From an optimization exercise on the open Yosys and OpenROAD flow, aimed at small area and few clock cycles; shortcuts taken in it are not production practice.
At most, simulation tests tie the RTL to the original design; equivalence was not proved.
Power figures rest on the tool's default switching activity, not on a simulated workload.

## mulaw_dec
module mulaw_dec (
    input  wire        clk,
    input  wire        rst,
    input  wire        bus_req,
    input  wire        bus_we,
    input  wire [7:0]  bus_addr,
    input  wire [1:0]  bus_size,
    input  wire [31:0] bus_wdata,
    output wire        bus_ack,
    output reg  [31:0] bus_rdata,
    output wire        bus_err,
    output wire        src_req_valid,
    input  wire        src_req_ready,
    output wire [32:0] src_req_pos,
    output wire [10:0] src_req_len,
    input  wire        src_ans_valid,
    input  wire [1:0]  src_ans_kind,
    input  wire [7:0]  src_ans_data,
    output wire        src_ans_ready,
    output wire        pcm_en,
    output wire        pcm_we,
    output wire [11:0] pcm_addr,
    output wire [15:0] pcm_wdata,
    input  wire [15:0] pcm_rdata
);
For scale: ~930 cells after synthesis, about 69 flip-flops, ~180 I/O pins, about 0.0068 mm2 of cells after synthesis.
==> flow/config.mk <==
export PLATFORM = sky130hd
export DESIGN_NAME = mulaw_dec
export DESIGN_NICKNAME = mulaw_dec
export VERILOG_FILES = /design/flow/design.v
export SDC_FILE = /design/flow/constraint.sdc
export NUM_CORES = 4
export LEC_CHECK = 0
export CAP_MARGIN = 20
export CORE_MARGIN = 2
export CORE_UTILIZATION = 55
export SLEW_MARGIN = 20
==> flow/constraint.sdc <==
create_clock -name core_clock -period 10.0 [get_ports {clk}]
set_input_delay 2.0000 -clock core_clock [delete_from_list [all_inputs] [get_ports {clk}]]
set_output_delay 2.0000 -clock core_clock [all_outputs]
set_load 0.01 [all_outputs]
standard.sh (not shown) runs the stock make flow with config.mk's settings and CLKGATE_MAP_FILE= SYNTH_SCRIPT=/design/flow/synth_recipe.tcl, a recipe that flattens the netlist after the stock synthesis.
==> flow/flow/run.sh <==
#!/bin/bash
# The standard layout, with each port buffered by the smallest buffer cell and
# a clock tree of fewer, larger sink clusters without dummy loads.
set -euo pipefail
bash standard.sh \
  "BUFFER_PORTS_ARGS=-buffer_cell sky130_fd_sc_hd__buf_1" \
  "CTS_ARGS=-sink_clustering_enable -repair_clock_nets -sink_clustering_size 30 -sink_clustering_max_diameter 100 -buf_list sky130_fd_sc_hd__clkbuf_8 -dont_use_dummy_load" \
  finish > standard_flow.log 2>&1
Testbench counts at the start, summed over its fixed seeds: cycles 198,978.
Next try:
--- a/flow/design.v
+++ b/flow/design.v
@@ -82,17 +82,17 @@
     wire [12:0] remaining;
     wire [13:0] rb;
     assign rb[0] = 1'b0;
     generate for (gi = 0; gi < 13; gi = gi + 1) begin : g_rem
         assign remaining[gi] = length[gi] ^ produced[gi] ^ rb[gi];
         assign rb[gi+1] = (~length[gi] & produced[gi]) | (rb[gi] & ~(length[gi] ^ produced[gi]));
     end endgenerate
     wire        rem_zero  = (remaining == 13'd0);
-    wire eng_port = busy && (phase == PH_RB0 || phase == PH_RB1 || phase == PH_RST);
+    wire eng_port = busy && ((phase == PH_RB0 && !rem_zero) || phase == PH_RB1 || phase == PH_RST);
     wire hmid     = mop && (hc != 2'd0);                
     wire go       = mop && !ini && (hmid || !eng_port);
     wire ack_m    = go && m_last;
     assign bus_ack = !mop || ack_m;
     assign bus_err = !admitted;
     wire cmd_do   = hreq && bus_we && a_cmd && (!dec_go || ack_m);
     wire pcmrd_ok = hreq && bus_we && a_cmd && op_pcmrd && (state == ST_DONE) && in_range;
     wire [7:0]  res_in  = res_mem ? (res_hi ? pcm_rdata[15:8] : pcm_rdata[7:0]) : res_code;
@@ -110,29 +110,24 @@
                 default: bus_rdata = 32'd0;
             endcase
         end
     end
     wire waitph = busy && (phase == PH_WAIT);
     wire eng_rd = eng_port && !hmid;
     assign src_req_valid = busy && (phase == PH_REQ);
     wire [31:0] pa = {pcm_rdata, temp};
-    wire [13:0] pc;
-    wire [32:13] pp;
+    wire [31:0] pb = {19'd0, produced};
+    wire [32:0] pc;
     assign pc[0] = 1'b0;
-    assign pp[13] = 1'b1;
-    generate for (gi = 0; gi < 13; gi = gi + 1) begin : g_add
-        assign src_req_pos[gi] = pa[gi] ^ produced[gi] ^ pc[gi];
-        assign pc[gi+1] = (pa[gi] & produced[gi]) | (pc[gi] & (pa[gi] ^ produced[gi]));
+    generate for (gi = 0; gi < 32; gi = gi + 1) begin : g_add
+        assign src_req_pos[gi] = pa[gi] ^ pb[gi] ^ pc[gi];
+        assign pc[gi+1] = (pa[gi] & pb[gi]) | (pc[gi] & (pa[gi] ^ pb[gi]));
     end endgenerate
-    generate for (gi = 13; gi < 32; gi = gi + 1) begin : g_inc
-        assign src_req_pos[gi] = pa[gi] ^ (pc[13] & pp[gi]);
-        assign pp[gi+1] = pp[gi] & pa[gi];
-    end endgenerate
-    assign src_req_pos[32] = pc[13] & pp[32];
+    assign src_req_pos[32] = pc[32];
     wire   rem_big       = remaining[12] || remaining[11] || (remaining[10] && remaining[9:0] != 10'd0);
     assign src_req_len   = rem_big ? 11'd1024 : remaining[10:0];
     assign src_ans_ready = waitph && !go;
     wire ans_take = waitph && !go && src_ans_valid;
     wire ans_byte = ans_take && !src_ans_kind[1];
     wire       reg_word = ini || go || (eng_rd && !phase[2]);
     wire       r_off    = !(dec_go || bus_addr[2]);
     wire [2:0] r_slot   = ini ? {1'b0, ic} :
=>
- The changed run completed, yet does not pass: setup timing
- clock-buffer cell count does not change
- power is lower by 4.3%
- design area grows by 2.6%
- setup slack loses 0.95 ns
- final cell count shrinks by 6.9%
- wire length rose by 0.49%
- non-clock buffer count is higher by 7
- worst hold slack hardly moves
- via count went down by 1.8%
- synthesized cell count came out lower by 8.7%
Function not checked in the second run of this note: the RTL went through the layout flow alone.

* * *

The RTL this note starts from:
==> flow/design.v <==
module mulaw_dec (
    input  wire        clk,
    input  wire        rst,
    input  wire        bus_req,
    input  wire        bus_we,
    input  wire [7:0]  bus_addr,
    input  wire [1:0]  bus_size,
    input  wire [31:0] bus_wdata,
    output wire        bus_ack,
    output reg  [31:0] bus_rdata,
    output wire        bus_err,
    output wire        src_req_valid,
    input  wire        src_req_ready,
    output wire [32:0] src_req_pos,
    output wire [10:0] src_req_len,
    input  wire        src_ans_valid,
    input  wire [1:0]  src_ans_kind,
    input  wire [7:0]  src_ans_data,
    output wire        src_ans_ready,
    output wire        pcm_en,
    output wire        pcm_we,
    output wire [11:0] pcm_addr,
    output wire [15:0] pcm_wdata,
    input  wire [15:0] pcm_rdata
);
    localparam [1:0] ST_IDLE = 2'd0, ST_BUSY = 2'd1, ST_DONE = 2'd2, ST_ERROR = 2'd3;
    localparam [2:0] CE_OK = 3'd0, CE_BAD_OPCODE = 3'd1, CE_RESERVED_BITS = 3'd2,
                     CE_BAD_STATE = 3'd3, CE_INDEX_RANGE = 3'd4;
    localparam [1:0] DE_NONE = 2'd0, DE_CAPACITY = 2'd2;
    localparam [2:0] PH_RB0  = 3'd0,    
                     PH_RB1  = 3'd1,    
                     PH_REQ  = 3'd2,    
                     PH_RST  = 3'd4,    
                     PH_RST1 = 3'd5,    
                     PH_WAIT = 3'd6;    
    function [15:0] mulaw_expand(input [7:0] code);
        reg [7:0]  u;
        reg [15:0] x;
        begin
            u = ~code;
            x = {8'd0, 1'b1, u[3:0], 3'b100} << u[6:4];
            mulaw_expand = (x - 16'd132 - {15'd0, u[7]}) ^ {16{u[7]}};
        end
    endfunction
    reg [1:0]  state;
    reg [1:0]  dec_err;
    reg [2:0]  cmd_err;
    reg [7:0]  res_code;     
    reg        res_mem;      
    reg        res_hi;       
    reg [12:0] produced;
    reg [12:0] length;
    reg        off_sel;      
    reg        base_sel;     
    reg [2:0]  phase;
    reg [15:0] temp;         
    reg [1:0]  hc;           
    reg        ini;          
    reg [1:0]  ic;
    wire busy = (state == ST_BUSY);
    wire admitted = (bus_size == 2'd2) && (bus_addr[1:0] == 2'b00);
    wire hreq     = bus_req && admitted;
    wire a_cmd    = (bus_addr[7:2] == 6'd0);
    wire a_reg    = (bus_addr[7:3] == 5'd1);           
    wire [7:0] opc       = bus_wdata[31:24];
    wire       op_lookup = (opc == 8'h01);
    wire       op_decode = (opc == 8'h02);
    wire       op_pcmrd  = (opc == 8'h03);
    wire       lo_zero   = (bus_wdata[7:0] == 8'd0);
    wire       mid_zero  = (bus_wdata[23:8] == 16'd0);
    wire       in_range  = (bus_wdata[23:13] == 11'd0) && (bus_wdata[12:0] < length);
    wire dec_go  = bus_we && a_cmd && op_decode && mid_zero && lo_zero && !state[0];
    wire mop     = hreq && (a_reg || dec_go);           
    wire m_wr    = bus_we && !dec_go;                   
    wire m_last  = m_wr ? (hc == 2'd1) : (hc == 2'd2);
    wire [12:0] remaining = length - produced;
    wire        rem_zero  = (remaining == 13'd0);
    wire eng_port = busy && ((phase == PH_RB0 && !rem_zero) || phase == PH_RB1 || phase == PH_RST);
    wire hmid     = mop && (hc != 2'd0);                
    wire go       = mop && !ini && (hmid || !eng_port);
    wire ack_m    = go && m_last;
    assign bus_ack = !mop || ack_m;
    assign bus_err = !admitted;
    wire cmd_do   = hreq && bus_we && a_cmd && (!dec_go || ack_m);
    wire pcmrd_ok = hreq && bus_we && a_cmd && op_pcmrd && (state == ST_DONE) && in_range;
    wire [7:0]  res_in  = res_mem ? (res_hi ? pcm_rdata[15:8] : pcm_rdata[7:0]) : res_code;
    wire [15:0] res_val = mulaw_expand(res_in);
    always @(*) begin
        bus_rdata = 32'd0;
        if (bus_addr[7:5] == 3'd0) begin
            case (bus_addr[4:2])
                3'd1: bus_rdata = {20'd0, 1'b0, cmd_err, 2'b00, dec_err, 2'b00, state};
                3'd2, 3'd3: bus_rdata = {pcm_rdata, temp};
                3'd4: bus_rdata = {{16{res_val[15]}}, res_val};
                3'd5: bus_rdata = {19'd0, produced};
                3'd6: bus_rdata = {19'd0, length};
                3'd7: bus_rdata = 32'h0000_1000;
                default: bus_rdata = 32'd0;
            endcase
        end
    end
    wire waitph = busy && (phase == PH_WAIT);
    wire eng_rd = eng_port && !hmid;
    assign src_req_valid = busy && (phase == PH_REQ);
    assign src_req_pos   = {1'b0, pcm_rdata, temp} + {20'd0, produced};
    assign src_req_len   = (remaining > 13'd1024) ? 11'd1024 : remaining[10:0];
    assign src_ans_ready = waitph && !go;
    wire ans_take = waitph && !go && src_ans_valid;
    wire ans_byte = ans_take && !src_ans_kind[1];
    wire       reg_word = ini || go || (eng_rd && !phase[2]);
    wire       r_off    = !(dec_go || bus_addr[2]);
    wire [2:0] r_slot   = ini ? {1'b0, ic} :
                          go  ? {r_off && (bus_we ? !base_sel : off_sel), !r_off, hc[0]} :
                                {base_sel, 1'b0, phase[0]};
    wire [10:0] c_slot  = busy ? produced[11:1] : bus_wdata[11:1];
    assign pcm_en    = ini || go || eng_rd || ans_byte || pcmrd_ok;
    assign pcm_we    = ini || (go ? m_wr : waitph);
    assign pcm_addr  = reg_word ? {1'b1, 8'd0, r_slot} : {1'b0, c_slot};
    assign pcm_wdata = ini ? 16'd0 :
                       go  ? (hc[0] ? bus_wdata[31:16] : bus_wdata[15:0]) :
                             {src_ans_data, produced[0] ? temp[7:0] : src_ans_data};
    wire [31:0] mword = {pcm_rdata, temp};
    wire        cap   = (mword[31:13] != 19'd0) || (mword[12] && mword[11:0] != 12'd0);
    reg [2:0] ph_n;
    always @(*) begin
        ph_n = phase;
        case (phase)
            PH_RB0:  if (!rem_zero && !hmid) ph_n = PH_RB1;
            PH_RB1:  ph_n = PH_REQ;
            PH_REQ:  if (src_req_ready) ph_n = produced[0] ? PH_RST : PH_WAIT;
            PH_RST:  if (!hmid) ph_n = PH_RST1;
            PH_RST1: ph_n = PH_WAIT;
            default: if (ans_take && src_ans_kind != 2'd0) ph_n = PH_RB0;
        endcase
    end
    always @(posedge clk) begin
        if (go) begin
            if (!m_last) hc <= hc + 2'd1;
            else         hc <= 2'd0;
            if (hc == 2'd1 && !m_wr) temp <= pcm_rdata;
            if (ack_m && m_wr && r_off) off_sel <= !base_sel;
        end
        if (res_mem) begin
            res_code <= res_hi ? pcm_rdata[15:8] : pcm_rdata[7:0];
            res_mem  <= 1'b0;
        end
        if (cmd_do) begin
            if (op_lookup) begin
                if (!mid_zero)
                    cmd_err <= CE_RESERVED_BITS;
                else begin
                    res_code <= bus_wdata[7:0];
                    res_mem  <= 1'b0;
                    cmd_err  <= CE_OK;
                end
            end else if (op_decode) begin
                if (!(mid_zero && lo_zero))
                    cmd_err <= CE_RESERVED_BITS;
                else if (state[0])
                    cmd_err <= CE_BAD_STATE;
                else begin
                    cmd_err  <= CE_OK;
                    produced <= 13'd0;
                    base_sel <= off_sel;
                    phase    <= PH_RB0;
                    if (cap) begin
                        length  <= 13'd0;
                        dec_err <= DE_CAPACITY;
                        state   <= ST_ERROR;
                    end else begin
                        length  <= mword[12:0];
                        dec_err <= DE_NONE;
                        state   <= ST_BUSY;
                    end
                end
            end else if (op_pcmrd) begin
                if (state != ST_DONE)
                    cmd_err <= CE_BAD_STATE;
                else if (!in_range)
                    cmd_err <= CE_INDEX_RANGE;
                else begin
                    res_mem <= 1'b1;
                    res_hi  <= bus_wdata[0];
                    cmd_err <= CE_OK;
                end
            end else begin
                cmd_err <= CE_BAD_OPCODE;
            end
        end
        if (busy) begin
            phase <= (go && !m_wr) ? {ph_n[2], 2'b00} : ph_n;
            if (phase == PH_RB0 && rem_zero)
                state <= ST_DONE;
            if (phase == PH_RB1)
                temp <= pcm_rdata;
            if (phase == PH_RST1)
                temp[7:0] <= pcm_rdata[7:0];
            if (ans_take) begin
                if (src_ans_kind[1]) begin
                    dec_err <= {src_ans_kind[0], 1'b1};
                    state   <= ST_ERROR;
                end else begin
                    produced  <= produced + 13'd1;
                    temp[7:0] <= src_ans_data;
                end
            end
        end
        if (ini) begin
            ic <= ic + 2'd1;
            if (ic == 2'd3) ini <= 1'b0;
        end
        if (rst) begin
            state    <= ST_IDLE;
            dec_err  <= DE_NONE;
            cmd_err  <= CE_OK;
            res_code <= 8'hFF;
            res_mem  <= 1'b0;
            produced <= 13'd0;
            length   <= 13'd0;
            off_sel  <= 1'b0;
            base_sel <= 1'b0;
            phase    <= PH_RB0;
            hc       <= 2'd0;
            ini      <= 1'b1;
            ic       <= 2'd0;
        end
    end
endmodule
==> flow/config.mk <==
export PLATFORM = sky130hd
export DESIGN_NAME = mulaw_dec
export DESIGN_NICKNAME = mulaw_dec
export VERILOG_FILES = /design/flow/design.v
export SDC_FILE = /design/flow/constraint.sdc
export NUM_CORES = 4
export LEC_CHECK = 0
export CAP_MARGIN = 20
export CORE_MARGIN = 2
export CORE_UTILIZATION = 55
export SLEW_MARGIN = 20
==> flow/constraint.sdc <==
create_clock -name core_clock -period 10.0 [get_ports {clk}]
set_input_delay 2.0000 -clock core_clock [delete_from_list [all_inputs] [get_ports {clk}]]
set_output_delay 2.0000 -clock core_clock [all_outputs]
set_load 0.01 [all_outputs]
Scripts as last shown in full above: flow/flow/run.sh
Testbench counts at the start, summed over its fixed seeds: cycles 198,978.
==> next run, changes <==
--- a/flow/design.v
+++ b/flow/design.v
@@ -69,10 +69,22 @@
     wire       lo_zero   = (bus_wdata[7:0] == 8'd0);
     wire       mid_zero  = (bus_wdata[23:8] == 16'd0);
-    wire       in_range  = (bus_wdata[23:13] == 11'd0) && (bus_wdata[12:0] < length);
+    wire [13:0] ib;
+    assign ib[0] = 1'b0;
+    genvar gi;
+    generate for (gi = 0; gi < 13; gi = gi + 1) begin : g_idx
+        assign ib[gi+1] = (~bus_wdata[gi] & length[gi]) | (ib[gi] & ~(bus_wdata[gi] ^ length[gi]));
+    end endgenerate
+    wire       in_range  = (bus_wdata[23:13] == 11'd0) && ib[13];
     wire dec_go  = bus_we && a_cmd && op_decode && mid_zero && lo_zero && !state[0];
     wire mop     = hreq && (a_reg || dec_go);           
     wire m_wr    = bus_we && !dec_go;                   
     wire m_last  = m_wr ? (hc == 2'd1) : (hc == 2'd2);
-    wire [12:0] remaining = length - produced;
+    wire [12:0] remaining;
+    wire [13:0] rb;
+    assign rb[0] = 1'b0;
+    generate for (gi = 0; gi < 13; gi = gi + 1) begin : g_rem
+        assign remaining[gi] = length[gi] ^ produced[gi] ^ rb[gi];
+        assign rb[gi+1] = (~length[gi] & produced[gi]) | (rb[gi] & ~(length[gi] ^ produced[gi]));
+    end endgenerate
     wire        rem_zero  = (remaining == 13'd0);
     wire eng_port = busy && ((phase == PH_RB0 && !rem_zero) || phase == PH_RB1 || phase == PH_RST);
@@ -103,5 +115,13 @@
     wire eng_rd = eng_port && !hmid;
     assign src_req_valid = busy && (phase == PH_REQ);
-    assign src_req_pos   = {1'b0, pcm_rdata, temp} + {20'd0, produced};
+    wire [31:0] pa = {pcm_rdata, temp};
+    wire [31:0] pb = {19'd0, produced};
+    wire [32:0] pc;
+    assign pc[0] = 1'b0;
+    generate for (gi = 0; gi < 32; gi = gi + 1) begin : g_add
+        assign src_req_pos[gi] = pa[gi] ^ pb[gi] ^ pc[gi];
+        assign pc[gi+1] = (pa[gi] & pb[gi]) | (pc[gi] & (pa[gi] ^ pb[gi]));
+    end endgenerate
+    assign src_req_pos[32] = pc[32];
     assign src_req_len   = (remaining > 13'd1024) ? 11'd1024 : remaining[10:0];
     assign src_ans_ready = waitph && !go;
=> The new run reached the layout checks and failed them: setup timing; sequential power hardly moves; worst setup slack is worse by 2.8 ns; power is higher by a few percent; first-iteration DRC count is lower by a few percent; hold slack is better by 0.0078 ns; final area is lower slightly; cell count is lower by roughly a tenth; area after synthesis is lower by a few percent; wire length is lower by a few percent; die area is lower by a few percent; maximum frequency is lower by a quarter to a third; critical path depth is higher by 22; via count is lower by a few percent.
The RTL of the second run of this note was laid out without a check of its function.

[re-timing with driven ports]
Ports are ideal in the flow. The routed layouts listed here were re-timed in OpenROAD.
Step 1 sets driving cells, clkbuf_16 on the clock port and buf_2 on the other inputs (assumed; they add their load-dependent delay and slew).
Step 2 also shifts input and output timing later by t, the mid clock arrival at the registers, as if the neighbouring blocks saw the same clock.
Slacks: ideal ports / drivers / drivers and shift; pairs: ideal ports / drivers.
run | t (ns) | setup WS [ns] | worst data-port slew with drivers (ns)
the first run of note 1 | 0.399 | 0.777 / 0.738 / 1.138 | 0.06
the second run of note 1 | 0.400 | -0.171 / -0.209 / 0.191 | 0.04
the first run of note 2 | 0.392 | 2.703 / 2.678 / 2.678 | 0.04
the second run of note 2 | 0.396 | -0.089 / -0.127 / 0.269 | 0.05
For the first run of note 2, which loses most, drivers alone change the setup slack by -0.025 ns; drivers and shift together by -0.025 ns.
